From an optimization exercise on the open Yosys and OpenROAD flow, aimed at small area, a short achievable clock period and few clock cycles; shortcuts taken in it are not production practice.
Only simulation tests tie the RTL to the original design; equivalence was not proved.
No activity file was given, so power comes from the tool's default toggle rates.

File: flow/run.sh
#!/bin/bash
# The standard layout (the standard.sh, all steps), with the port buffers
# that buffer_ports inserts made plain sky130_fd_sc_hd__buf_1 cells: every
# input and output port still gets its own buffer. The full output of make and
# of the DEF export goes to flow_make.log; ORFS keeps each step's own log
# under orfs/logs/.
set -euo pipefail
export BUFFER_PORTS_ARGS="-buffer_cell sky130_fd_sc_hd__buf_1"
bash standard.sh > flow_make.log 2>&1
File: standard.sh
#!/bin/bash
# synth_recipe.tcl (not shown) runs the flow's synth.tcl, then flattens the netlist and writes it again
# the make line also repeats each setting of config.mk as NAME=value (left out here)
make -C /OpenROAD-flow-scripts/flow DESIGN_CONFIG=/design/flow/config.mk WORK_HOME=/design/flow/orfs CLKGATE_MAP_FILE= SYNTH_SCRIPT=/design/flow/synth_recipe.tcl "${@:-finish}"
File: config.mk
export PLATFORM = sky130hd
export DESIGN_NAME = quic_walk
export DESIGN_NICKNAME = quic_walk
export VERILOG_FILES = /design/flow/design.v
export SDC_FILE = /design/flow/constraint.sdc
export NUM_CORES = 4
export LEC_CHECK = 0
export ABC_AREA = 1
export CAP_MARGIN = 5
export CORE_MARGIN = 2
export CORE_UTILIZATION = 60
export CTS_BUF_LIST = sky130_fd_sc_hd__clkbuf_8
export PLACE_DENSITY = 0.7
export SETUP_SLACK_MARGIN = 3.5
export SLEW_MARGIN = 5
File: constraint.sdc
create_clock -name core_clock -period 8.0 [get_ports {clk}]
set_input_delay 1.6000 -clock core_clock [delete_from_list [all_inputs] [get_ports {clk}]]
set_output_delay 1.6000 -clock core_clock [all_outputs]
set_load 0.01 [all_outputs]
File: design.v
module quic_walk (
    input  wire        clk,
    input  wire        rst,
    input  wire        in_valid,
    output wire        in_ready,
    input  wire [31:0] in_data,
    input  wire [2:0]  in_cnt,
    input  wire        in_last,
    output wire        frm_valid,
    output wire [3:0]  frm_kind,
    output wire [7:0]  frm_tag,
    output wire [15:0] frm_off,
    output wire [15:0] frm_len,
    output wire        done_valid,
    output wire [7:0]  done_status,
    output wire [7:0]  done_cause,
    output wire [15:0] done_nfrm,
    output wire [15:0] done_nbytes
);
    localparam [2:0] S_TAG  = 3'd0;   
    localparam [2:0] S_X1   = 3'd1;   
    localparam [2:0] S_X2   = 3'd2;   
    localparam [2:0] S_B    = 3'd3;   
    localparam [2:0] S_UTF  = 3'd4;   
    localparam [2:0] S_D0   = 3'd5;   
    localparam [2:0] S_D0OK = 3'd6;   
    localparam [2:0] S_ERR  = 3'd7;   
    localparam [2:0] B_DL  = 3'd0;    
    localparam [2:0] B_NBS = 3'd1;    
    localparam [2:0] B_NB  = 3'd2;    
    localparam [2:0] B_TS2 = 3'd3;    
    localparam [2:0] B_TS1 = 3'd4;    
    localparam [1:0] E_RESV  = 2'd0;
    localparam [1:0] E_UTF   = 2'd1;
    localparam [1:0] E_TRUNC = 2'd2;
    localparam [3:0] U_OK   = 4'd0;   
    localparam [3:0] U_C1   = 4'd1;   
    localparam [3:0] U_C2   = 4'd2;   
    localparam [3:0] U_C2A0 = 4'd3;   
    localparam [3:0] U_C29F = 4'd4;   
    localparam [3:0] U_C3   = 4'd5;   
    localparam [3:0] U_C390 = 4'd6;   
    localparam [3:0] U_C38F = 4'd7;   
    localparam [3:0] U_BAD  = 4'd8;   
    reg        bv;
    reg [31:0] bdata;
    reg [2:0]  bcnt;
    reg        blast;
    reg [13:0] bpos;      
    reg [2:0]  brel;      
    reg [2:0]  st;
    reg [2:0]  bs;        
    reg [16:0] cur;       
    reg [3:0]  kh;        
    reg        pv;        
    reg [15:0] fstart;    
    reg [7:0]  ftag;
    reg [7:0]  hold1;     
    reg [7:0]  hold2;     
    reg [15:0] nfrm;
    reg [1:0]  ecode;
    reg [2:0]  ui;        
    reg [3:0]  u_st;
    function [15:0] inc16;
        input [15:0] v;
        integer i;
        begin
            for (i = 0; i < 16; i = i + 1)
                inc16[i] = v[i] ^ (&(v | ~((16'd1 << i) - 16'd1)));
        end
    endfunction
    function lt4;
        input [2:0] v;
        input [2:0] c;
        lt4 = !v[2] && (c[2] || (c[1] && c[0] && !(v[1] && v[0])) || (c[1] && !c[0] && !v[1])
                        || (!c[1] && c[0] && v[1:0] == 2'd0));
    endfunction
    wire [1:0]  k        = cur[1:0];
    wire [15:0] bpos1w   = inc16({2'b00, bpos});
    wire [13:0] bpos1    = bpos1w[13:0];
    wire        at_beat  = (cur[16:2] == {1'b0, bpos});
    wire        ge1      = bcnt != 3'd0;
    wire        ge2      = bcnt[2] || bcnt[1];
    wire        ge3      = bcnt[2] || (bcnt[1] && bcnt[0]);
    wire        cin      = at_beat && ((kh[0] && ge1) || (kh[1] && ge2) || (kh[2] && ge3) || (kh[3] && bcnt[2]));
    wire        bl       = blast && !bcnt[2];
    wire [16:0] blen     = {1'b0, bpos, bcnt[1:0]};
    wire        cur_eq_len = at_beat && (kh[bcnt[1:0]]);
    wire [16:0] nxt_beat = {1'b0, bpos1, 2'b00};
    wire [7:0] B0 = bdata[7:0];
    wire [7:0] B1 = bdata[15:8];
    wire [7:0] B2 = bdata[23:16];
    wire [7:0] B3 = bdata[31:24];
    wire [7:0] c0 = ({8{kh[0]}} & B0) | ({8{kh[1]}} & B1) | ({8{kh[2]}} & B2) | ({8{kh[3]}} & B3);
    wire [7:0] c1 = ({8{kh[0]}} & B1) | ({8{kh[1]}} & B2) | ({8{kh[2]}} & B3);
    wire [7:0] c2 = ({8{kh[0]}} & B2) | ({8{kh[1]}} & B3);
    wire a1  = (kh[0] && ge2) || (kh[1] && ge3) || (kh[2] && bcnt[2]);
    wire a2  = (kh[0] && ge3) || (kh[1] && bcnt[2]);
    wire        in_tag = (st == S_TAG);
    wire        in_x1  = (st == S_X1);
    wire [7:0]  t  = in_tag ? c0 : ftag;
    wire [7:0]  x1 = in_tag ? c1 : in_x1 ? c0 : hold1;
    wire [7:0]  x2 = in_tag ? c2 : in_x1 ? c1 : c0;
    wire        h1 = in_tag ? a1 : 1'b1;                
    wire        h2 = in_tag ? a2 : in_x1 ? a1 : 1'b1;   
    function one_byte;
        input [7:0] b;
        one_byte = (b == 8'h00) || (b == 8'h07) || (b == 8'h08) || (b == 8'h0a) ||
                   (b[7:4] == 4'h0 && b[3:2] == 2'b11) ||           
                   (!b[7] && b[6:4] != 3'd0) || (b[7:5] == 3'b100);  
    endfunction
    wire t_ack  = (t[7:5] == 3'b101);
    wire t_str  = (t[7:6] == 2'b11);
    wire t_cc   = (t == 8'h02);
    wire t_resv = (t[3:2] == 2'd2) || (t[1:0] == 2'd2);
    reg [4:0] t_fix;
    always @* begin
        case (t)
            8'h01:   t_fix = 5'd17;
            8'h03:   t_fix = 5'd9;
            8'h04:   t_fix = 5'd9;
            8'h05:   t_fix = 5'd13;
            8'h06:   t_fix = 5'd5;
            8'h09:   t_fix = 5'd5;
            8'h0b:   t_fix = 5'd15;
            default: t_fix = 5'd1;
        endcase
    end
    wire need2  = t_ack ? t[4] : 1'b1;           
    wire hdr_ok = need2 ? h2 : h1;               
    function [4:0] ow_of;
        input [1:0] c;
        ow_of = (c == 2'd0) ? 5'd0 : (5'd1 << c);
    endfunction
    function [4:0] aw_of;
        input [1:0] c;
        aw_of = c[1] ? 5'd4 : c[0] ? 5'd2 : 5'd1;
    endfunction
    function [319:0] mk_str_tab;
        input dummy;
        integer i;
        begin
            mk_str_tab = 320'd0;
            for (i = 0; i < 64; i = i + 1)
                mk_str_tab[5*i +: 5] = 5'd3 - i[5:4] + {3'd0, i[1:0]} + 5'd1 + ow_of(i[3:2]);
        end
    endfunction
    function [639:0] mk_ack_tab;
        input dummy;
        integer i;
        begin
            mk_ack_tab = 640'd0;
            for (i = 0; i < 128; i = i + 1)
                mk_ack_tab[5*i +: 5] = ((i[6:5] == 2'd2) ? 5'd1 : 5'd2 - i[6:5] + i[4])
                                       + aw_of(i[3:2]) + aw_of(i[1:0]) + 5'd2;
        end
    endfunction
    function [63:0] mk_d0_tab;
        input dummy;
        integer i;
        begin
            mk_d0_tab = 64'd0;
            for (i = 0; i < 16; i = i + 1)
                mk_d0_tab[4*i +: 4] = 4'd2 + i[1:0] + ow_of(i[3:2]);
        end
    endfunction
    localparam [319:0] STR_TAB = mk_str_tab(1'b0);
    localparam [639:0] ACK_TAB = mk_ack_tab(1'b0);
    localparam [63:0]  D0_TAB  = mk_d0_tab(1'b0);
    wire [4:0] str_step = STR_TAB[5*{st[1:0], t[3:0]} +: 5];
    wire [4:0] ack_step = ACK_TAB[5*{st[1:0], t[4:0]} +: 5];
    wire [3:0] d0_min   = D0_TAB[4*t[3:0] +: 4];
    wire [4:0] h_step   = t_ack ? ack_step : t_cc ? (in_x1 ? 5'd2 : 5'd1) : str_step;
    wire h_past = (t[3:2] != 2'd0) || t[1] || (in_x1 && t[0]);
    wire [7:0] a_nts = ftag[4] ? hold2 : hold1;
    wire       ts_c  = (a_nts != 8'd0);
    wire [8:0] a_nts1 = {1'b0, a_nts} + {8'd0, ts_c};    
    reg        b_big;
    always @* begin
        case (bs)
            B_DL:    b_big = (hold1 != 8'd0) || (hold2[7:2] != 6'd0);
            B_NBS:   b_big = ftag[1] ? (hold1 != 8'd0) : (hold1[7:1] != 7'd0);
            B_NB:    b_big = (hold1[7:2] != 6'd0);
            B_TS2:   b_big = (a_nts[7:1] != 7'd0);
            default: b_big = (a_nts[7:2] != 6'd0) || (a_nts[1:0] == 2'd3);
        endcase
    end
    wire [7:0] ub = bdata[8*ui[1:0] +: 8];
    reg [3:0] u_st_n;
    wire      u_cont = (ub[7:6] == 2'b10);
    always @* begin
        case (u_st)
            U_OK: begin
                if (!ub[7])
                    u_st_n = U_OK;
                else if (ub[7:5] == 3'b110)
                    u_st_n = (ub[4:1] == 4'd0) ? U_BAD : U_C1;
                else if (ub[7:4] == 4'b1110)
                    u_st_n = (ub[3:0] == 4'h0) ? U_C2A0 : (ub[3:0] == 4'hD) ? U_C29F : U_C2;
                else if (ub[7:3] == 5'b11110 && (ub[2] == 1'b0 || ub[1:0] == 2'b00))
                    u_st_n = (ub[2:0] == 3'd0) ? U_C390 : ub[2] ? U_C38F : U_C3;
                else
                    u_st_n = U_BAD;
            end
            U_C1:    u_st_n = u_cont ? U_OK : U_BAD;
            U_C2:    u_st_n = u_cont ? U_C1 : U_BAD;
            U_C2A0:  u_st_n = (u_cont && ub[5]) ? U_C1 : U_BAD;
            U_C29F:  u_st_n = (u_cont && !ub[5]) ? U_C1 : U_BAD;
            U_C3:    u_st_n = u_cont ? U_C2 : U_BAD;
            U_C390:  u_st_n = (u_cont && ub[5:4] != 2'b00) ? U_C2 : U_BAD;
            U_C38F:  u_st_n = (u_cont && ub[5:4] == 2'b00) ? U_C2 : U_BAD;
            default: u_st_n = U_BAD;
        endcase
    end
    wire u_fail   = (u_st != U_OK);
    wire u_at_end = at_beat && kh[ui[1:0]] && !ui[2];
    reg         rel;         
    reg         fin;         
    reg [7:0]   d_status;
    reg [7:0]   d_cause;
    reg [2:0]   st_n;
    reg [2:0]   bs_n;
    reg [16:0]  cur_n;
    reg         pv_n;
    reg [16:0]  opnd;        
    reg         set_start;   
    reg         hold1_ld;
    reg         hold2_ld;
    reg [2:0]   ui_n;
    reg         u_step;
    reg         u_init;
    reg         e_ld;
    reg [1:0]   e_n;
    wire [16:0] sum = cur + opnd;
    wire        x2_end = in_x1 ? kh[2] : kh[3];
    wire [2:0]  x2_nx  = in_x1 ? {kh[2] | kh[3], kh[0] | kh[1], kh[1] | kh[3]}
                               : {kh[3], kh[1] | kh[2], kh[0] | kh[2]};
    wire        d0_here = (t[3:2] == 2'd0) &&
                          ((kh[0] && t[1:0] != 2'd3) || (kh[1] && !t[1]) || (kh[2] && t[1:0] == 2'd0));
    wire        tag_rel = (kh[0] && brel[0]) || (kh[1] && brel[1]) || (kh[2] && brel[2]) || kh[3];
    always @* begin
        rel       = 1'b0;
        fin       = 1'b0;
        d_status  = 8'h00;
        d_cause   = 8'h00;
        st_n      = st;
        bs_n      = bs;
        pv_n      = pv;
        opnd      = 17'd0;
        cur_n     = cur;
        set_start = 1'b0;
        hold1_ld  = 1'b0;
        hold2_ld  = 1'b0;
        ui_n      = ui;
        u_step    = 1'b0;
        u_init    = 1'b0;
        e_ld      = 1'b0;
        e_n       = E_RESV;
        case (st)
            S_B: begin
                case (bs)
                    B_DL:    opnd = {1'b0, hold1, hold2};
                    B_NBS:   opnd = ftag[1] ? {7'd0, hold1, 2'b00} : {8'd0, hold1, 1'b0};
                    B_NB:    opnd = {9'd0, hold1};
                    B_TS2:   opnd = {8'd0, a_nts, ts_c};
                    default: opnd = {8'd0, a_nts1};
                endcase
                cur_n = sum;
                rel   = bv && !bl && (!at_beat || b_big) && (ftag != 8'h02);
                case (bs)
                    B_NBS:   bs_n = (ftag[1:0] == 2'b00) ? B_TS2 : B_NB;
                    B_NB:    bs_n = B_TS2;
                    B_TS2:   bs_n = B_TS1;
                    default: bs_n = bs;
                endcase
                if (bs == B_DL || bs == B_TS1) begin
                    if (ftag == 8'h02) begin
                        st_n = S_UTF;
                    end else begin
                        st_n = S_TAG;
                        pv_n = 1'b1;
                    end
                end
            end
            S_TAG, S_X1, S_X2: if (bv) begin
                if (cin) begin
                    set_start = in_tag;
                    if (in_tag && t_ack && t_resv) begin
                        st_n = S_ERR;
                        e_ld = 1'b1;
                        e_n  = E_RESV;
                        pv_n = 1'b0;
                        rel  = !bl;
                    end else if (in_tag && t_cc) begin
                        opnd  = 17'd5;
                        cur_n = sum;
                        st_n  = S_X1;
                        pv_n  = 1'b0;
                        rel   = !bl;
                    end else if (in_tag && t_str && !t[4]) begin
                        opnd  = {13'd0, d0_min};
                        cur_n = sum;
                        st_n  = (d0_here && !bl) ? S_D0OK : S_D0;
                        pv_n  = 1'b0;
                        rel   = !bl;
                    end else if (in_tag && !t_ack && !t_str) begin
                        opnd  = {12'd0, t_fix};
                        cur_n = sum;
                        pv_n  = 1'b1;
                        rel   = !bl && tag_rel;
                    end else if (hdr_ok) begin
                        opnd     = {12'd0, h_step};
                        cur_n    = sum;
                        hold1_ld = (st != S_X2);
                        hold2_ld = 1'b1;
                        pv_n     = 1'b0;
                        st_n     = S_B;
                        bs_n     = !t_ack ? B_DL : t[4] ? B_NBS : B_TS2;
                        if (t_cc) begin
                            ui_n   = (x2_end && !bl) ? 3'd0 : x2_nx;
                            u_init = 1'b1;
                            rel    = !bl && x2_end;
                        end else begin
                            rel    = !bl && (in_tag || t_ack || h_past);
                        end
                    end else begin
                        cur_n = nxt_beat;
                        pv_n  = 1'b0;
                        rel   = !bl;
                        if (in_tag && !(h1 && need2)) begin
                            st_n     = S_X1;
                        end else begin
                            hold1_ld = 1'b1;
                            st_n     = S_X2;
                        end
                    end
                end else if (bl) begin
                    if (in_tag && cur_eq_len && pv) begin
                        pv_n = 1'b0;
                    end else begin
                        fin = 1'b1;
                        rel = 1'b1;
                        if (in_tag) begin
                            if (!cur_eq_len) begin
                                d_status = 8'h01;
                                d_cause  = 8'h0B;
                            end
                        end else begin
                            d_status = 8'h01;
                            d_cause  = 8'h02;
                        end
                    end
                end else begin
                    rel = 1'b1;
                end
            end
            S_UTF: if (bv) begin
                if (u_at_end) begin
                    if (u_fail) begin
                        st_n = S_ERR;
                        e_ld = 1'b1;
                        e_n  = E_UTF;
                    end else begin
                        st_n = S_TAG;
                        pv_n = 1'b1;
                    end
                end else if (lt4(ui, bcnt)) begin
                    u_step = 1'b1;
                    ui_n   = {ui[1] & ui[0], ui[1] ^ ui[0], ~ui[0]};
                    if (ui == 3'd3 && !bl) begin
                        rel  = 1'b1;
                        ui_n = 3'd0;
                    end
                end else begin
                    fin = 1'b1;
                    rel = 1'b1;
                    d_status = 8'h01;
                    d_cause  = 8'h0B;
                end
            end
            S_D0: if (bv) begin
                if (cin) begin
                    st_n = S_D0OK;
                    rel  = !bl;
                end else if (bl) begin
                    if (cur_eq_len) begin
                        st_n = S_TAG;
                        pv_n = 1'b1;
                    end else begin
                        fin = 1'b1;
                        rel = 1'b1;
                        d_status = 8'h01;
                        d_cause  = 8'h02;
                    end
                end else begin
                    rel = 1'b1;
                end
            end
            S_D0OK: if (bv) begin
                if (bl) begin
                    cur_n = blen;
                    st_n  = S_TAG;
                    pv_n  = 1'b1;
                end else begin
                    rel = 1'b1;
                end
            end
            default: if (bv) begin   
                rel = 1'b1;
                if (bl) begin
                    fin = 1'b1;
                    case (ecode)
                        E_UTF:   begin d_status = 8'h04; d_cause = 8'h20; end
                        E_TRUNC: begin d_status = 8'h01; d_cause = 8'h02; end
                        default: begin d_status = 8'h01; d_cause = 8'h03; end
                    endcase
                end
            end
        endcase
        if (st == S_TAG && bv && cin)
            rel = !bl && tag_rel;
    end
    wire   to_empty    = blast && bcnt[2];    
    assign in_ready    = !bv || (rel && !to_empty);
    assign frm_valid   = bv && in_tag && pv && (cin || (bl && cur_eq_len));
    assign frm_tag     = ftag;
    assign frm_off     = fstart;
    assign frm_len     = cur[15:0] - fstart;
    assign frm_kind    = (ftag[7:5] == 3'b101) ? 4'hC :
                         (ftag[7:6] == 2'b11)  ? 4'hD :
                         (ftag[7:4] == 4'h0 && ftag[3:2] != 2'b11) ? ftag[3:0] : 4'h0;
    assign done_valid  = fin;
    assign done_status = d_status;
    assign done_cause  = d_cause;
    assign done_nfrm   = nfrm;
    assign done_nbytes = blen[15:0];
    always @(posedge clk) begin
        if (set_start) begin
            fstart <= cur[15:0];
            ftag   <= c0;
        end
        if (hold1_ld)
            hold1 <= in_tag ? c1 : c0;
        if (hold2_ld)
            hold2 <= x2;
        if (e_ld)
            ecode <= e_n;
        if (in_valid && in_ready) begin
            bdata <= in_data;
            brel  <= {!one_byte(in_data[23:16]), !one_byte(in_data[15:8]), !one_byte(in_data[7:0])};
            bcnt  <= in_cnt;
            blast <= in_last;
        end else if (rel && to_empty) begin
            bcnt  <= 3'd0;
        end
        if (u_step) begin
            u_st <= u_st_n;
        end
        if (u_init) begin
            u_st <= U_OK;
        end
        ui <= ui_n;
        bs <= bs_n;
        if (rst) begin
            bv   <= 1'b0;
            bpos <= 14'd0;
            st   <= S_TAG;
            cur  <= 17'd0;
            kh   <= 4'b0001;
            pv   <= 1'b0;
            nfrm <= 16'd0;
        end else begin
            if (rel && !to_empty)
                bv <= 1'b0;
            if (in_valid && in_ready)
                bv <= 1'b1;
            if (fin) begin
                bpos <= 14'd0;
                st   <= S_TAG;
                cur  <= 17'd0;
                kh   <= 4'b0001;
                pv   <= 1'b0;
                nfrm <= 16'd0;
            end else begin
                if (rel)
                    bpos <= bpos1;
                st   <= st_n;
                cur  <= cur_n;
                kh   <= 4'b0001 << cur_n[1:0];
                pv   <= pv_n;
                if (frm_valid)
                    nfrm <= inc16(nfrm);
            end
        end
    end
endmodule
==> metrics.md, run 1 <==
| Metric | Value |
|---|---|
| Critical Path Fanout Max | `8` |
| RSZ-0062 raised after global routing | `true` |
| Drt pass-1 iters | `6` |
| Most frequent cells in the layout | `nand2_1, inv_1, nor2_1, buf_1, buf_4` |
| WS Path Type | `register to output port` |
| CTS tree | `built` |
| Status | `complete, no violations` |
| FILL cells | `1516` |
| Antenna-violating nets left | `0` |
| Hpwl dp | `27800 µm` |
| Die height | `142 µm` |
| Relative slew slack | `29.1%` |
| Maxcap violations | `0` |
| Drt total wl | `approximately 39000 µm` |
| Inserted Diodes | `0` |
| First-pass GRT wire length | `~59000 µm` |
| Area of the die | `20200 µm²` |
| Pwr/cell area | `~170 nW/µm²` |
| H-tree levels | `4` |
| Pins over their slew limit | `0` |
| Multi-input logic area | `6950 µm²` |
| Cells after Synth | `1619` |
| Hold violation count in the final report | `0` |
| Post-synthesis area per instance | `7.07 µm²` |
| GPL Wtd Cong | `approximately 1.0` |
| Met1 Use GR | `50.6%` |
| Critical Path AT | `3.01 ns` |
| Fin nets | `1919` |
| CORE AREA | `18700 µm²` |
| Antenna violations before repair | `0` |
| Layout cells sized above 1 | `between 10% and 20%` |
| PortBufs | `between 100 and 150` |
| Tot GR Track Use | `37.5%` |
| Setup Viol. Count Final | `0` |
| Yosys reg bits | `roughly 150` |
| Setup TNS | `0 ns` |
| CTS Sinks | `146` |
| Num CTS Buffers | `17` |
| Chip width | `~140 µm` |
| Met3 usage | `6.70%` |
| Area Overhead vs Synth | `20.2%` |
| Post-DR wirelength/cell | `18.8 µm` |
| CP Data Required Time | `between 6 and 7 ns` |
| Routed vias/inst | `6.07` |
| Netlist Area Pre-Place | `~11000 µm²` |
| Peak VDD IR | `0.126 mV` |
| Pin count of the biggest net entering global routing | `37` |
| FF-to-FF path depth | `32` |
| Initial Utilization | `61.2%` |
| Yosys warnings | `1` |
| Crit path capture type | `output port` |
| CTS root buffer | `clkbuf_8` |
| Non-Filler Instances | `2071` |
| R2R Setup Slk | `3.64 ns` |
| Placed cell count | `1933` |
| Ports | `134` |
| Number of global-route vias before repair | `11232` |
| Hold Path Depth | `1` |
| Most Crowded Layer GR | `met2` |
| Sequential area share after synthesis | `approximately a third` |
| Worst Skew | `about 0.015 ns` |
| Min cycle time layout | `4.61 ns` |
| Netlist cell types | `between 50 and 60` |
| Residual DRC | `0` |
| Static leakage | `0.00618 µW` |
| HP Class | `register to register` |
| Critical path startpoint category | `register` |
| Least-Margin Pin Slew | `approximately 1.1 ns` |
| Max Root-Sink Buffers | `2` |
| FMAX | `roughly 0.22 GHz` |
| Met2 Resource Use GR | `60.5%` |
| DR iter-0 viols | `about 1500` |
| Clk pin slew, worst setup/hold paths | `~0.090 ns` |
| GRT Residual Overflow | `0` |
| Most common cell after layout, fill and taps aside | `nand2_1` |
| Fin crit share | `57.6%` |
| Worst skew pair latency | `between 0.4 and 0.5 ns` |
| Vias | `12568` |
| Reg area | `3820 µm²` |
| Standard-cell rows | `50` |
-- registers in the layout, summed over array words and instances (netlist names), 8 cells and up --
register / cells
bdata: 32
cur: 17
fstart: 16
nfrm: 16
bpos: 14
ftag: 8
hold1: 8
hold2: 8
-- stage by stage --
step / total power (µW) / hold WS (ns) / area [µm²] / setup WS [ns] / util (%)
6_report: 2310 / 0.481 / 13700 / 3.39 / 73.5
3_5_place_dp: 1530 / 0.468 / 11900 / 2.57 / 63.8
2_1_floorplan: 1350 / 0.453 / 11500 / 3.53 / -
5_1_grt: 2420 / 0.511 / 13700 / 3.27 / 73.5
3_3_place_gp: 1530 / 0.461 / 11900 / 2.79 / 63.8
4_1_cts: 2200 / 0.488 / 12900 / 3.36 / 69.1
-- power by group --
part / total [µW] / switching, µW / internal (µW) / leakage (µW)
clock: 620 / 321 / 299 / 0.000214
sequential: 895 / 50.8 / 845 / 0.00128
combinational: 797 / 524 / 273 / 0.00468
total: 2310 / 895 / 1420 / 0.00618
-- worst max-delay path, stage by stage, from the launching register on --
cell and delay (ns):
edfxtp_1 0.40, buf_4 0.18, buf_4 0.17, o21ai_1 0.20, inv_1 0.12, ha_1 0.27, o21ai_0 0.18, nand4_1 0.28
a21oi_2 0.25, nand2_1 0.09, nand2_2 0.11, nand2_8 0.06, nand2_4 0.06, nand2_4 0.05, buf_6 0.13
-- synthesized netlist by cell type (all sizes together) --
cell / n / area (µm²)
o31ai: 6 / 45.0
a32oi: 2 / 17.5
a22oi: 5 / 37.5
nand4: 21 / 131
a22o: 1 / 8.76
o21bai: 2 / 15.0
nand3: 77 / 418
xor2: 30 / 263
o221ai: 8 / 70.1
a31oi: 9 / 56.3
ha: 54 / 676
a2111oi: 2 / 17.5
a221oi: 9 / 78.8
edfxtp: 86 / 2580
a21oi: 100 / 508
buf: 42 / 289
nor3: 34 / 175
or2: 9 / 56.3
a2111o: 1 / 11.3
dfxtp: 60 / 1200
a211oi: 9 / 67.6
o2111a: 1 / 11.3
clkinv: 5 / 23.8
conb: 1 / 3.75
and3: 5 / 31.3
o2111ai: 12 / 105
a21o: 3 / 22.5
and2: 1 / 6.26
nand2: 396 / 1570
o22ai: 21 / 131
o21a: 4 / 30.0
nor3b: 4 / 30.0
a21boi: 5 / 37.5
o21ai: 134 / 682
nor4: 7 / 43.8
clkbuf: 14 / 52.6
nand3b: 2 / 15.0
nor2: 171 / 723
inv: 226 / 853
o211ai: 24 / 180
xnor2: 14 / 123
fa: 2 / 40.0
-- worst paths after layout --
path | endpoint | from
setup reg to reg | cur[16] | bdata[8]
setup / recovery | in_ready | ftag[4]
hold / removal | nfrm[14] | nfrm[14]
hold reg to reg | nfrm[14] | nfrm[14]
-- cell families after synthesis --
| logic type | after synthesis | share of synthesized area [%] |
|---|---|---|
| buffers and inverters | 287 | 10.7 |
| AO/OA/AOI/OAI | 358 | 18.6 |
| flip-flops | 146 | 33.1 |
| other | 1 | 0.0328 |
| XOR/XNOR | 44 | 3.37 |
| adder cells (fa/ha/maj) | 56 | 6.26 |
| AND/OR/NAND/NOR | 727 | 28.0 |
-- per-layer routing --
metal,up-vias,wire [µm]
li1,5853,-
met1,5800,15700
met2,804,17800
met3,111,4060
met4,0,1440
met5,-,0
-- layout make-up --
cell class / instances / area share [%]
Timing Repair inverter: 2 / 0.146
Multi-Input combinational cell: 1196 / 50.5
Sequential cell: 146 / 27.8
Clock inverter: 13 / 1.05
Tap cell: 234 / 2.13
Clock buffer: 19 / 1.90
Inverter: 231 / 6.88
Timing Repair Buffer: 230 / 9.52
-- timing repair --
| action | CTS | global route |
|---|---|---|
| pin swaps | 20 | 47 |
| hold buffers | 0 | 0 |
| endpoints found under the setup margin | 34 | 25 |
| hold endpoints to repair | 0 | 0 |
| gates resized for setup | 81 | 106 |
| setup buffers | 55 | 48 |
| cloned | 1 | 2 |
Testbench counts, summed over its fixed seeds: cycles 13,226.
==> run 2: changes to the inputs <==
--- a/config.mk
+++ b/config.mk
@@ -7,9 +7,9 @@
 export LEC_CHECK = 0
 export ABC_AREA = 1
-export CAP_MARGIN = 5
+export CAP_MARGIN = 20
 export CORE_MARGIN = 2
-export CORE_UTILIZATION = 60
+export CORE_UTILIZATION = 50
 export CTS_BUF_LIST = sky130_fd_sc_hd__clkbuf_8
-export PLACE_DENSITY = 0.7
+export PLACE_DENSITY = 0.6
 export SETUP_SLACK_MARGIN = 3.5
-export SLEW_MARGIN = 5
+export SLEW_MARGIN = 20
==> run 2 against run 1 <==
Net effect:
- register-to-register slack better by 0.02 ns
- non-clock buffer count down 23
- sequential share of layout area up 0.31 points
- utilization down 13 points
- first-iteration DRC count down 10%
- combinational power down 2%
- final cell count up 1.3%
- clock power down 3%
- flip-flop and latch count unchanged
- critical endpoint unchanged
- global-route usage down 5.3 points
- power down 1.6%
- synthesized area unchanged
==> metrics.md, run 2 <==
| Metric | Value |
|---|---|
| Status | `complete, no violations` |
| Synth cell count leaders | `nand2_1, inv_1, nor2_1` |
| Peak VDD IR | `0.124 mV (-2.0%)` |
| Switch share | `40.9% (+2.2 points)` |
| Pin count of the biggest net entering global routing | `37 (unchanged)` |
| Num CTS Buffers | `17 (unchanged)` |
| Antenna violations before repair | `0 (unchanged)` |
| Setup Viol. Count Final | `0 (unchanged)` |
| Yosys warnings | `1 (unchanged)` |
| Die height | `155 µm (+9.3%)` |
| Largest registers | `bdata x32, cur x17` |
| Non-Filler Instances | `2098 (+1.3%)` |
| CTS root buffer | `clkbuf_8` |
| Least-Margin Pin Slew | `1.03 ns (-0.0328 ns)` |
| Top-area cell type share of the netlist area | `22.6% (unchanged)` |
| Static leakage | `0.00607 µW (-1.7%)` |
| Critical path startpoint category | `register` |
| Worst Skew | `0.0185 ns (+0.00395 ns)` |
| Pwr/cell area | `167 nW/µm² (-0.53%)` |
| Fin crit share | `57.4% (-0.17 points)` |
| Post-synthesis area per instance | `7.07 µm² (unchanged)` |
| Number of global-route vias before repair | `10908 (-2.9%)` |
| GRT Residual Overflow | `0 (unchanged)` |
| Crit path capture type | `output port` |
| R2R Setup Slk | `3.66 ns (+0.02 ns)` |
| Relative slew slack | `31.3% (+2.2 points)` |
| Post-DR wirelength/cell | `18.9 µm (+0.20%)` |
| FILL cells | `2147 (+42%)` |
| GPL Wtd Cong | `0.965 (-7.8%)` |
| FMAX | `0.218 GHz (+0.29%)` |
| CTS tree | `built` |
| Most common cell after layout, fill and taps aside | `nand2_1` |
| Residual DRC | `0 (unchanged)` |
| Hold Crit Start | `nfrm[14]` |
| CP Data Required Time | `6.40 ns (about the same)` |
| Routed vias/inst | `5.76 (-5.0%)` |
| Critical Path Fanout Max | `10 (+2)` |
| Area Overhead vs Synth | `18.9%` |
| Clock Power Share | `26.5% (-0.3 points)` |
| Sequential Power Share | `39.3% (+0.6 points)` |
| Netlist cell types | `59 (unchanged)` |
| Most frequent cell after synthesis | `nand2_1` |
| Pins over their slew limit | `0 (unchanged)` |
| Combinational cell fraction of total power | `34.2% (-0.3 points)` |
| Tot GR Track Use | `32.3% (-5.3 points)` |
| HP Class | `register to register` |
| Antenna-violating nets left | `0 (unchanged)` |
| Inserted Diodes | `0 (unchanged)` |
| Hold Path Depth | `1 (unchanged)` |
| Clk pin slew, worst setup/hold paths | `0.10 ns (about the same)` |
| Drt pass-1 iters | `6 (unchanged)` |
| Largest register by flop count | `bdata` |
| Hold violation count in the final report | `0 (unchanged)` |
| Netlist Area Pre-Place | `11400 µm² (unchanged)` |
| Post-synth EDFFs | `86 (unchanged)` |
| Layout cells sized above 1 | `16.4% (-0.66 points)` |
| H-tree levels | `4 (unchanged)` |
| Hold buffers post-CTS | `0 (unchanged)` |
| Fin nets | `1895 (-1.3%)` |
| CORE AREA | `22600 µm² (+21%)` |
| Switching pwr | `931 µW (+4.0%)` |
| First-pass GRT wire length | `60400 µm (+2.1%)` |
| Initial Utilization | `50.7% (-10 points)` |
| FF-to-FF path depth | `30 (-6.3%)` |
| Largest register FFs | `32 (unchanged)` |
| Placed cell count | `1984 (+2.6%)` |
| PortBufs | `123 (unchanged)` |
| Chip width | `155 µm (+9.3%)` |
| Critical Path AT | `2.99 ns (-0.02 ns)` |
| RSZ-0062 raised after global routing | `true` |
| Setup TNS | `0 ns (unchanged)` |
| Reg-to-Reg End | `cur[13]` |
| Min cycle time layout | `4.59 ns (-0.0133 ns)` |
| Top FF cell, synth | `edfxtp_1` |
| Hpwl dp | `28900 µm (+3.9%)` |
| Cells after Synth | `1619 (unchanged)` |
| Maxcap violations | `0 (unchanged)` |
| Hold Path End | `nfrm[14]` |
| R2r startpoint | `st[1]` |
| Yosys reg bits | `146 (unchanged)` |
| Vias | `12089 (-3.8%)` |
| Worst skew pair latency | `0.47 ns (about the same)` |
| Standard-cell rows | `55 (+10%)` |
| Sequential area share after synthesis | `33.1% (unchanged)` |
| Synth top area cells | `edfxtp_1, nand2_1, dfxtp_1` |
| Most frequent cells in the layout | `nand2_1, inv_1, nor2_1, buf_1, o21ai_0` |
| WS Path Type | `register to output port` |
| Drt total wl | `39600 µm (+1.5%)` |
| DR iter-0 viols | `1345 (-10%)` |
| Ports | `134 (unchanged)` |
| CTS Sinks | `146 (unchanged)` |
| Largest area contributor in the netlist | `edfxtp_1` |
| Area of the die | `24100 µm² (+19%)` |
| Max Root-Sink Buffers | `2 (unchanged)` |
| Internal power | `1340 µW (-5.1%)` |
| Post-synth ARST share | `0% (unchanged)` |
## run 2: power groups by stage
stage	Combinational [µW]	Clock [µW]	Sequential (µW)
global route	849	639	899
global placement	629	0	916
detailed placement	623	0	917
CTS	709	609	893
finish	778	603	895
floorplan	453	0	899
## run 2: cell type report
type | instances | area (µm²) | share of cell area (%)
Sequential cell | 146 | 3830 | 28.1
Clock inverter | 15 | 158 | 1.16
Timing Repair inverter | 2 | 17.5 | 0.129
Clock buffer | 17 | 234 | 1.72
Tap cell | 285 | 357 | 2.62
Timing Repair Buffer | 207 | 1150 | 8.44
Inverter | 231 | 918 | 6.75
Multi-Input combinational cell | 1195 | 6940 | 51.0
## run 2: per-layer routing
layer | part of all wire (%) | GRT usage, %
met5 | 0 | 0
met4 | 4.0 | 13.1
met3 | 8.0 | 4.93
met2 | 44 | 49.4
met1 | 44 | 45.8
## run 2: how the worst max path moves through the flow
stage,start,end,cells past startpoint
final,st[1],in_ready,18
after global routing,bdata[16],cur[16],29
after CTS,fstart[0],frm_len[14],13
after detailed placement,kh[0],cur[16],28
after global placement,kh[0],cur[16],27
after floorplan,kh[2],cur[16],34
## run 2: worst max-delay path, stage by stage, from the launching register on
cell and delay, ns:
dfxtp_4 0.40, buf_4 0.19, inv_1 0.15, nor2_1 0.33, inv_1 0.20, nor2_1 0.21, inv_1 0.10, a21oi_1 0.18
nor2_1 0.06, nand3_1 0.08, nand2_1 0.06, inv_1 0.06, nand2_1 0.04, nand2_1 0.06, nand2_2 0.08, nand2_8 0.09
nand2_4 0.05, nand2_4 0.06, buf_6 0.10
## run 2: what timing repair did
action                     4_1_cts  5_1_grt
setup endpoints to repair       32       19
pin swaps                       29       41
gates resized for setup        116       73
cloned                           2        0
buffers inserted                55       25
## run 2: cells by family (layout without fill, tap and decap cells)
kind of cell	after synthesis	count (layout)	share of synthesized area, %
AND/OR/NAND/NOR	727	727	28.0
AO/OA/AOI/OAI	358	358	18.6
buffers and inverters	287	472	10.7
flip-flops	146	146	33.1
adder cells (fa/ha/maj)	56	56	6.26
XOR/XNOR	44	44	3.37
other	1	10	0.0328
## run 2: through the flow
stage | power (µW) | setup slack, ns | instance area [µm²] | utilization, % | hold WS (ns)
4_1_cts | 2210 | 3.45 | 13100 | 58.1 | 0.478
3_5_place_dp | 1540 | 2.65 | 12000 | 53.1 | 0.462
5_1_grt | 2390 | 3.24 | 13600 | 60.2 | 0.514
3_3_place_gp | 1550 | 2.78 | 12000 | 53.1 | 0.454
6_report | 2280 | 3.41 | 13600 | 60.2 | 0.478
2_1_floorplan | 1350 | 3.53 | 11500 | - | 0.453
==> run 3: changes to the inputs <==
==> flow/run.sh (replaced) <==
#!/bin/bash
# The standard layout (the standard.sh, all steps), with two changes to
# how it is built: the port buffers that buffer_ports inserts are plain
# sky130_fd_sc_hd__buf_1 cells (every input and output port still gets its
# own buffer), and clock tree synthesis adds no dummy loads to its leaves.
# The full output of make and of the DEF export goes to flow_make.log; ORFS
# keeps each step's own log under orfs/logs/.
set -euo pipefail
export BUFFER_PORTS_ARGS="-buffer_cell sky130_fd_sc_hd__buf_1"
export CTS_ARGS="-sink_clustering_enable -repair_clock_nets -buf_list sky130_fd_sc_hd__clkbuf_8 -dont_use_dummy_load"
bash standard.sh > flow_make.log 2>&1
--- a/config.mk
+++ b/config.mk
@@ -9,7 +9,7 @@
 export CAP_MARGIN = 20
 export CORE_MARGIN = 2
-export CORE_UTILIZATION = 50
+export CORE_UTILIZATION = 60
 export CTS_BUF_LIST = sky130_fd_sc_hd__clkbuf_8
-export PLACE_DENSITY = 0.6
+export PLACE_DENSITY = 0.7
 export SETUP_SLACK_MARGIN = 3.5
 export SLEW_MARGIN = 20
==> run 3 against run 2 <==
Net effect:
- synthesized cell count unchanged
- sequential share of layout area hardly changed
- still clean on timing, DRC and antenna
- largest power group unchanged
- worst hold slack improved by 0.0026 ns
- critical path depth down 4
- register-to-register slack worse by 0.08 ns
- die area shrank 16%
- worst setup slack better by 0.023 ns
- fmax up 0.50%
==> metrics.md, run 3 <==
| Metric | Value |
|---|---|
| HP Class | `register to register` |
| Largest registers | `bdata x32, cur x17` |
| Hold Path End | `nfrm[14]` |
| Post-synth EDFFs | `86 (unchanged)` |
| R2r startpoint | `bdata[8]` |
| Die height | `142 µm (-8.5%)` |
| Post-DR wirelength/cell | `18.9 µm (about the same)` |
| Number of global-route vias before repair | `11141 (+2.1%)` |
| Area of the die | `20200 µm² (-16%)` |
| Peak VDD IR | `0.122 mV (-1.1%)` |
| Drt pass-1 iters | `6 (unchanged)` |
| PnR worst setup slack | `3.43 ns (+0.0229 ns)` |
| CTS tree | `built` |
| Critical Path AT | `2.97 ns (-0.02 ns)` |
| Antenna-violating nets left | `0 (unchanged)` |
| Dpl cell area | `11900 µm² (-0.53%)` |
| Most frequent cell after synthesis | `nand2_1` |
| Ports | `134 (unchanged)` |
| Area Overhead vs Synth | `18.9% (about the same)` |
| R2R Setup Slk | `3.58 ns (-0.08 ns)` |
| Layout cells sized above 1 | `17.0% (+0.52 points)` |
| CTS root buffer | `clkbuf_8` |
| Top-area cell type share of the netlist area | `22.6% (unchanged)` |
| Most frequent cells in the layout | `nand2_1, inv_1, nor2_1, buf_1, buf_4` |
| GRT Residual Overflow | `0 (unchanged)` |
| Netlist cell types | `59 (unchanged)` |
| Most common cell after layout, fill and taps aside | `nand2_1` |
| Static leakage | `0.00611 µW (+0.64%)` |
| Critical path startpoint category | `register` |
| Pin count of the biggest net entering global routing | `37 (unchanged)` |
| Num CTS Buffers | `17 (unchanged)` |
| Min cycle time layout | `4.57 ns (-0.0229 ns)` |
| Pins over their slew limit | `0 (unchanged)` |
| Crit path capture type | `output port` |
| Yosys reg bits | `146 (unchanged)` |
| H-tree levels | `4 (unchanged)` |
| RSZ-0062 raised after global routing | `true` |
| Cells after Synth | `1619 (unchanged)` |
| Pwr/cell area | `156 nW/µm² (-6.8%)` |
| Hold Crit Start | `nfrm[14]` |
| Tot GR Track Use | `37.3% (+5.0 points)` |
| PortBufs | `123 (unchanged)` |
| Hold Path Depth | `1 (unchanged)` |
| Post-placement setup slack | `2.57 ns (-0.0790 ns)` |
| Largest register FFs | `32 (unchanged)` |
| CORE AREA | `18700 µm² (-17%)` |
| Critical Path Fanout Max | `8 (-2)` |
| Sequential area share after synthesis | `33.1% (unchanged)` |
| Status | `complete, no violations` |
| CTS Sinks | `146 (unchanged)` |
| Worst Skew | `0.0274 ns (+0.00895 ns)` |
| Top FF cell, synth | `edfxtp_1` |
| Drt total wl | `38900 µm (-1.7%)` |
| Max Root-Sink Buffers | `2 (unchanged)` |
| Clk pin slew, worst setup/hold paths | `0.07 ns (-0.03 ns)` |
| Vias | `12604 (+4.3%)` |
| Maxcap violations | `0 (unchanged)` |
| Fin area | `13600 µm² (about the same)` |
| Yosys warnings | `1 (unchanged)` |
| Fin nets | `1925 (+1.6%)` |
| Fin crit share | `57.1% (-0.29 points)` |
| GPL Wtd Cong | `1.05 (+8.4%)` |
| Chip width | `142 µm (-8.5%)` |
| WS Path Type | `register to output port` |
| Relative slew slack | `31.9% (+0.62 points)` |
| Placed cell count | `1933 (-2.6%)` |
| Largest register by flop count | `bdata` |
| First-pass GRT wire length | `58700 µm (-2.8%)` |
| FF-to-FF path depth | `30 (unchanged)` |
| Worst skew pair latency | `0.47 ns (about the same)` |
| CP Data Required Time | `6.40 ns (about the same)` |
| Total chip power | `2120 µW (-6.8%)` |
| DR iter-0 viols | `1550 (+15%)` |
| Post-synth ARST share | `0% (unchanged)` |
| Least-Margin Pin Slew | `1.02 ns (-0.00932 ns)` |
| Initial Utilization | `61.2% (+10 points)` |
| Hpwl dp | `27800 µm (-3.8%)` |
| Standard-cell rows | `50 (-9.1%)` |
| Largest area contributor in the netlist | `edfxtp_1` |
| FMAX | `0.219 GHz (+0.50%)` |
| Residual DRC | `0 (unchanged)` |
| Non-Filler Instances | `2062 (-1.7%)` |
| Inserted Diodes | `0 (unchanged)` |
| Setup TNS | `0 ns (unchanged)` |
| Antenna violations before repair | `0 (unchanged)` |
| Synth cell count leaders | `nand2_1, inv_1, nor2_1` |
| Hold violation count in the final report | `0 (unchanged)` |
| Reg-to-Reg End | `cur[10]` |
| Setup Viol. Count Final | `0 (unchanged)` |
| Post-synthesis area per instance | `7.07 µm² (unchanged)` |
| Netlist Area Pre-Place | `11400 µm² (unchanged)` |
| Routed vias/inst | `6.11 (+6.1%)` |
| Synth top area cells | `edfxtp_1, nand2_1, dfxtp_1` |
[run 3: cell types whose count changed in the layout (fill, tap and decap cells not counted), sizes merged]
cell / previous run / this run
buf: 207 / 237
inv: 237 / 223
clkinvlp: 3 / 4
clkinv: 8 / 6
[run 3: critical path: stages (launching register included)]
cell and delay, ns:
edfxtp_1 0.39, buf_4 0.18, buf_4 0.17, o21ai_1 0.21, inv_1 0.12, ha_1 0.25, o21ai_0 0.19, nand4_1 0.27
a21oi_2 0.25, nand2_1 0.09, nand2_2 0.11, nand2_8 0.06, nand2_4 0.06, nand2_4 0.05, buf_6 0.13
[run 3: power breakdown]
group	switching, µW	internal, µW	leakage (µW)
Combinational	512	269	0.00471
Clock	256	187	0.000122
Sequential	52.3	845	0.00128
Total	820	1300	0.00611
[run 3: how the worst max path moves through the flow]
stage / from / endpoint / slack, ns / cells past startpoint
after floorplan: kh[2] / cur[16] / 3.53 / 34
after CTS: bdata[27] / in_ready / 3.37 / 21
final: ftag[4] / in_ready / 3.43 / 14
after global routing: bdata[19] / in_ready / 3.28 / 21
after global placement: kh[0] / cur[16] / 2.79 / 31
after detailed placement: kh[0] / cur[16] / 2.57 / 31
[run 3: timing repair]
item	in CTS	in global routing
buffers inserted	52	58
endpoints found under the hold margin	0	0
resized for setup	81	106
gates cloned	1	1
endpoints found under the setup margin	33	23
pin swaps	19	48
hold buffers	0	0
[run 3: kinds of logic (layout without fill, tap and decap cells)]
family	Yosys count	in the layout	synth area share, %
fa+ha+maj	56	56	6.26
xor+xnor	44	44	3.37
flops	146	146	33.1
simple gates	727	727	28.0
compound gates	358	358	18.6
buf+inv	287	487	10.7
other cells	1	10	0.0328
[run 3: through the flow]
stage	utilization, %	hold WS, ns
floorplan	-	0.453
global placement	63.8	0.461
detailed placement	63.8	0.468
CTS	68.2	0.484
global route	72.7	0.507
finish	72.7	0.480
[run 3: area by class of cell]
class                   count  area [µm²]
clock buffers              17         234
fillers                  1542        5100
inverters                 231         933
multi-input cells        1195        6940
flip-flops and latches    146        3820
well taps                 234         293
repair buffers            237        1360
repair inverters            2        20.0
[run 3: routing by layer]
| layer | part of all wire [%] | routed length, µm | up-vias | track usage, % |
|---|---|---|---|---|
| li1 | - | - | 5837 | - |
| met1 | 41 | 15900 | 5828 | 50.5 |
| met2 | 45 | 17500 | 806 | 59.8 |
| met3 | 10 | 3890 | 133 | 6.22 |
| met4 | 4.1 | 1600 | 0 | 14.4 |
| met5 | 0 | 0 | - | 0 |
==> run 4: changes to the inputs <==
--- a/design.v
+++ b/design.v
@@ -223,5 +223,5 @@
     reg [16:0]  cur_n;
     reg         pv_n;
-    reg [16:0]  opnd;        
+    reg [4:0]   opnd;        
     reg         set_start;   
     reg         hold1_ld;
@@ -232,5 +232,18 @@
     reg         e_ld;
     reg [1:0]   e_n;
-    wire [16:0] sum = cur + opnd;
+    wire [5:0]  sum_lo  = {1'b0, cur[4:0]} + {1'b0, opnd};
+    wire [15:0] cur_hi1 = inc16({4'd0, cur[16:5]});
+    wire [16:0] sum     = {sum_lo[5] ? cur_hi1[11:0] : cur[16:5], sum_lo[4:0]};
+    reg  [16:0] opb;
+    always @* begin
+        case (bs)
+            B_DL:    opb = {1'b0, hold1, hold2};
+            B_NBS:   opb = ftag[1] ? {7'd0, hold1, 2'b00} : {8'd0, hold1, 1'b0};
+            B_NB:    opb = {9'd0, hold1};
+            B_TS2:   opb = {8'd0, a_nts, ts_c};
+            default: opb = {8'd0, a_nts1};
+        endcase
+    end
+    wire [16:0] sum_b   = cur + opb;
     wire        x2_end = in_x1 ? kh[2] : kh[3];
     wire [2:0]  x2_nx  = in_x1 ? {kh[2] | kh[3], kh[0] | kh[1], kh[1] | kh[3]}
@@ -247,5 +260,5 @@
         bs_n      = bs;
         pv_n      = pv;
-        opnd      = 17'd0;
+        opnd      = 5'd0;
         cur_n     = cur;
         set_start = 1'b0;
@@ -259,12 +272,5 @@
         case (st)
             S_B: begin
-                case (bs)
-                    B_DL:    opnd = {1'b0, hold1, hold2};
-                    B_NBS:   opnd = ftag[1] ? {7'd0, hold1, 2'b00} : {8'd0, hold1, 1'b0};
-                    B_NB:    opnd = {9'd0, hold1};
-                    B_TS2:   opnd = {8'd0, a_nts, ts_c};
-                    default: opnd = {8'd0, a_nts1};
-                endcase
-                cur_n = sum;
+                cur_n = sum_b;
                 rel   = bv && !bl && (!at_beat || b_big) && (ftag != 8'h02);
                 case (bs)
@@ -293,5 +299,5 @@
                         rel  = !bl;
                     end else if (in_tag && t_cc) begin
-                        opnd  = 17'd5;
+                        opnd  = 5'd5;
                         cur_n = sum;
                         st_n  = S_X1;
@@ -299,5 +305,5 @@
                         rel   = !bl;
                     end else if (in_tag && t_str && !t[4]) begin
-                        opnd  = {13'd0, d0_min};
+                        opnd  = {1'b0, d0_min};
                         cur_n = sum;
                         st_n  = (d0_here && !bl) ? S_D0OK : S_D0;
@@ -305,10 +311,10 @@
                         rel   = !bl;
                     end else if (in_tag && !t_ack && !t_str) begin
-                        opnd  = {12'd0, t_fix};
+                        opnd  = t_fix;
                         cur_n = sum;
                         pv_n  = 1'b1;
                         rel   = !bl && tag_rel;
                     end else if (hdr_ok) begin
-                        opnd     = {12'd0, h_step};
+                        opnd     = h_step;
                         cur_n    = sum;
                         hold1_ld = (st != S_X2);
==> flow/run.sh (replaced) <==
#!/bin/bash
# The standard layout (the standard.sh, all steps), with the port buffers
# that buffer_ports inserts made plain sky130_fd_sc_hd__buf_1 cells: every
# input and output port still gets its own buffer. The full output of make and
# of the DEF export goes to flow_make.log; ORFS keeps each step's own log
# under orfs/logs/.
set -euo pipefail
export BUFFER_PORTS_ARGS="-buffer_cell sky130_fd_sc_hd__buf_1"
bash standard.sh > flow_make.log 2>&1
==> run 4 against run 3 <==
Net effect:
- still clean on timing, DRC and antenna
- first-iteration DRC count is 16% lower
- worst hold slack better by 0.026 ns
- utilization is 0.66 points lower
- sequential power is 9.7% higher
- die area is 3.1% higher
- combinational power is 47% higher
- clock power is about 40% higher
- non-clock buffer count is 13 lower
- sequential share of layout area is 0.73 points lower
- critical endpoint unchanged
- largest cell class unchanged
- largest power group is now combinational cells
==> metrics.md, run 4 <==
| Metric | Value |
|---|---|
| GRT Residual Overflow | `0 (unchanged)` |
| Most common cell after layout, fill and taps aside | `nand2_1` |
| CP max-delay cell | `dfxtp_4` |
| PortBufs | `123 (unchanged)` |
| Crit path capture type | `output port` |
| Non-Filler Instances | `2141 (+3.8%)` |
| Top-area cell type share of the netlist area | `21.9% (-0.71 points)` |
| Most Frequent Cell on Critical Path | `nand2_4` |
| Metal3 WL | `2830 µm (-27%)` |
| Largest register by flop count | `bdata` |
| Number of global-route vias before repair | `11376 (+2.1%)` |
| Highest metal used | `met4` |
| Fin crit share | `56.7% (-0.45 points)` |
| Critical Path Fanout Max | `8 (unchanged)` |
| Vias | `12658 (+0.43%)` |
| Sequential Power Share | `35.8% (-6.5 points)` |
| Tot GR Track Use | `35.4% (-1.9 points)` |
| DR iter-0 viols | `1298 (-16%)` |
| Setup Viol. Count Final | `0 (unchanged)` |
| Residual DRC | `0 (unchanged)` |
| Switch share | `44.2% (+5.5 points)` |
| WS Path Type | `register to output port` |
| Antenna violations before repair | `0 (unchanged)` |
| Initial Utilization | `60.9% (-0.28 points)` |
| Critical Path, Cell by Cell | `nor2_4, nand2_8, buf_6, o21ai_4, ha_4, inv_4, nor2_4, nand2_4, inv_4, nand2_4, nand2_4, nor2_2, nand2_1, nand2_1, nand2_1, nand2_1, nand2_1, nand2_2, nand2_4, nand2_4, nand2_4, buf_6` |
| Pin count of the biggest net entering global routing | `37 (unchanged)` |
| Reg area | `3830 µm² (about the same)` |
| Chip width | `144 µm (+1.6%)` |
| Combinational cell fraction of total power | `41.6% (+4.8 points)` |
| CP top delay family | `simple AND/OR/NAND/NOR gates` |
| Yosys reg bits | `146 (unchanged)` |
| Met2 WL | `18200 µm (+3.7%)` |
| Fin nets | `1969 (+2.3%)` |
| Min cycle time layout | `4.53 ns (-0.0361 ns)` |
| Post-DR wirelength/cell | `17.6 µm (-6.9%)` |
| Clock Power Share | `22.6% (+1.7 points)` |
| H-tree levels | `4 (unchanged)` |
| Pwr/cell area | `197 nW/µm² (+26%)` |
| Clk pin slew, worst setup/hold paths | `0.10 ns (+0.03 ns)` |
| Max Root-Sink Buffers | `2 (unchanged)` |
| Area of the die | `20800 µm² (+3.1%)` |
| Critical Path AT | `2.93 ns (-0.04 ns)` |
| Switching pwr | `1220 µW (+48%)` |
| CTS root buffer | `clkbuf_8` |
| CTS Sinks | `146 (unchanged)` |
| Hpwl dp | `27300 µm (-2.1%)` |
| WP depth | `22 (+8)` |
| Netlist cell types | `62 (+5.1%)` |
| RSZ-0062 raised after global routing | `true` |
| Largest registers | `bdata x32, cur x17` |
| Peak VDD IR | `0.118 mV (-3.8%)` |
| Drt pass-1 iters | `6 (unchanged)` |
| Crit-path max cell delay | `0.39 ns (about the same)` |
| CORE AREA | `19400 µm² (+3.7%)` |
| Largest area contributor in the netlist | `edfxtp_1` |
| Hold buffers post-CTS | `0 (unchanged)` |
| Multi-input logic area | `7170 µm² (+3.3%)` |
| Setup TNS | `0 ns (unchanged)` |
| Least-Margin Pin Slew | `1.01 ns (-0.00642 ns)` |
| Yosys warnings | `1 (unchanged)` |
| WL met1 | `14700 µm (-7.7%)` |
| Placed cell count | `2011 (+4.0%)` |
| Post-synth ARST share | `0% (unchanged)` |
| Area Overhead vs Synth | `18.4%` |
| Sequential area share after synthesis | `32.0% (-1.0 points)` |
| Worst Path Buf+Inv | `4 (unchanged)` |
| Status | `complete, no violations` |
| Ports | `134 (unchanged)` |
| Num CTS Buffers | `17 (unchanged)` |
| Worst skew pair latency | `0.48 ns (about the same)` |
| First-pass GRT wire length | `57200 µm (-2.6%)` |
| Largest register FFs | `32 (unchanged)` |
| Antenna-violating nets left | `0 (unchanged)` |
| Maxcap violations | `0 (unchanged)` |
| Top FF cell, synth | `edfxtp_1` |
| Hold violation count in the final report | `0 (unchanged)` |
| Most frequent cell after synthesis | `nand2_1` |
| Hold Path Depth | `2 (+1)` |
| Cells after Synth | `1665 (+2.8%)` |
| Post-synth EDFFs | `86 (unchanged)` |
| Worst Skew | `0.0175 ns (-0.00992 ns)` |
| CTS tree | `built` |
| Total chip power | `2750 µW (+30%)` |
| Netlist Area Pre-Place | `11800 µm² (+3.2%)` |
| Synth top area cells | `edfxtp_1, nand2_1, dfxtp_1` |
| Die height | `144 µm (+1.6%)` |
| CP Data Required Time | `6.40 ns (about the same)` |
| Standard-cell rows | `51 (+2.0%)` |
| FF-to-FF path depth | `29 (-3.3%)` |
| GPL Wtd Cong | `1.02 (-2.3%)` |
| Routed vias/inst | `5.91 (-3.3%)` |
| Critical path startpoint category | `register` |
| Layout cells sized above 1 | `15.5% (-1.5 points)` |
| Static leakage | `0.00613 µW (+0.35%)` |
| Synth cell count leaders | `nand2_1, inv_1, nor2_1` |
| FMAX | `0.221 GHz (+0.80%)` |
| HP Class | `register to register` |
| Inserted Diodes | `0 (unchanged)` |
| Pins over their slew limit | `0 (unchanged)` |
| Internal power | `1540 µW (+18%)` |
| Most frequent cells in the layout | `nand2_1, inv_1, nor2_1, a21oi_1, buf_1` |
| Post-synthesis area per instance | `7.09 µm² (+0.37%)` |
| Drt total wl | `37600 µm (-3.3%)` |
| FILL cells | `1648 (+6.9%)` |
| Relative slew slack | `32.1% (+0.25 points)` |
run 4: changes by cell type in the layout (fill, tap and decap cells not counted), moves of 11 or more:
cell	before	now
nand2_1	360	346
o21ai_0	93	116
ha_1	45	60
buf_4	107	93
nand3_1	68	79
a21oi_1	91	134
run 4: path summary, 6_finish.rpt:
check          start        to  slack (ns)
max            st[0]  in_ready        3.47
min          nfrm[8]   nfrm[8]        0.51
max reg2reg    st[0]   cur[12]        3.66
min reg2reg  nfrm[8]   nfrm[8]        0.51
run 4: routing by layer:
metal | up-vias | global-route usage (%)
met1 | 5790 | 42.2
met5 | - | 0
li1 | 6059 | -
met4 | 0 | 17.4
met3 | 148 | 5.56
met2 | 661 | 62.1
run 4: logic make-up after synthesis:
| kind of cell | synth area share, % |
|---|---|
| DFF | 32.0 |
| buffers and inverters | 10.3 |
| AOI/OAI and AO/OA | 20.4 |
| xor gates and xnor gates | 3.49 |
| other | 0.0318 |
| muxes | 0.254 |
| adders and majority gates | 7.29 |
| and+or+nand+nor | 26.3 |
run 4: metrics by stage:
step / hold WS (ns) / util [%] / area (µm²) / setup slack, ns
2_1_floorplan: 0.465 / - / 11800 / 3.57
3_3_place_gp: 0.470 / 63.6 / 12300 / 2.46
3_5_place_dp: 0.492 / 63.7 / 12300 / 2.24
4_1_cts: 0.508 / 69.3 / 13400 / 3.47
5_1_grt: 0.540 / 72.1 / 14000 / 3.34
6_report: 0.506 / 72.1 / 14000 / 3.47
run 4: timing repair:
item,CTS,global route
gates cloned,3,1
endpoints found under the setup margin,66,19
setup buffers,49,45
pin swaps,18,29
resized for setup,88,58
run 4: power by group through the flow:
stage               clock network (µW)  registers [µW]  logic, µW
global route                       657             991       1250
CTS                                626             982       1030
detailed placement                   0            1000        932
finish                             622             985       1150
floorplan                            0             971        703
global placement                     0            1000        927
run 4: area by class of cell:
| cell class | instances | area share [%] |
|---|---|---|
| Multi-Input combinational cell | 1243 | 51.3 |
| Timing Repair inverter | 3 | 0.188 |
| Inverter | 228 | 6.53 |
| Sequential cell | 146 | 27.4 |
| Clock buffer | 17 | 1.67 |
| Tap cell | 265 | 2.37 |
| Timing Repair Buffer | 224 | 9.22 |
| Clock inverter | 15 | 1.35 |
run 4: worst reg2reg max path, delay by kind of cell (launching register included):
kind,cells,cell delay [ns]
flip-flops,1,0.39
adder cells (fa/ha/maj),2,0.61
buffers and inverters,2,0.35
AO/OA/AOI/OAI,8,1.13
AND/OR/NAND/NOR,15,1.45
XOR/XNOR,2,0.31
Testbench counts of run 4, summed over its fixed seeds: cycles 13,226.

## what the ideal ports hide
No port has a modelled driver above. Below, the same layouts with a new extraction and two added sets of constraints. Step 1: set_driving_cell puts a clkbuf_16 on clk and a buf_2 on each other input, an assumption about the parent block. Step 2 moves the port delays by t, midway between the first and last clock arrival at a register: inputs arrive t later, outputs are due t later. That takes back most of the time a late clock gives input paths. Slacks: ideal ports / drivers / drivers and shift; pairs: ideal ports / drivers.
run	shift t [ns]	slack for setup (ns)	hold WS [ns]	slew at the worst register clock pin (ns)	cell pins on the clock port's net
run 1	0.507	3.394 / 3.351 / 3.636	0.481 / 0.481 / 0.481	0.09 / 0.09	1
run 2	0.506	3.407 / 3.363 / 3.659	0.478 / 0.478 / 0.478	0.11 / 0.11	1
run 3	0.496	3.430 / 3.387 / 3.582	0.480 / 0.480 / 0.480	0.09 / 0.09	1
run 4	0.517	3.466 / 3.420 / 3.662	0.506 / 0.506 / 0.506	0.11 / 0.11	1
After both steps setup and hold are still met in every run listed.
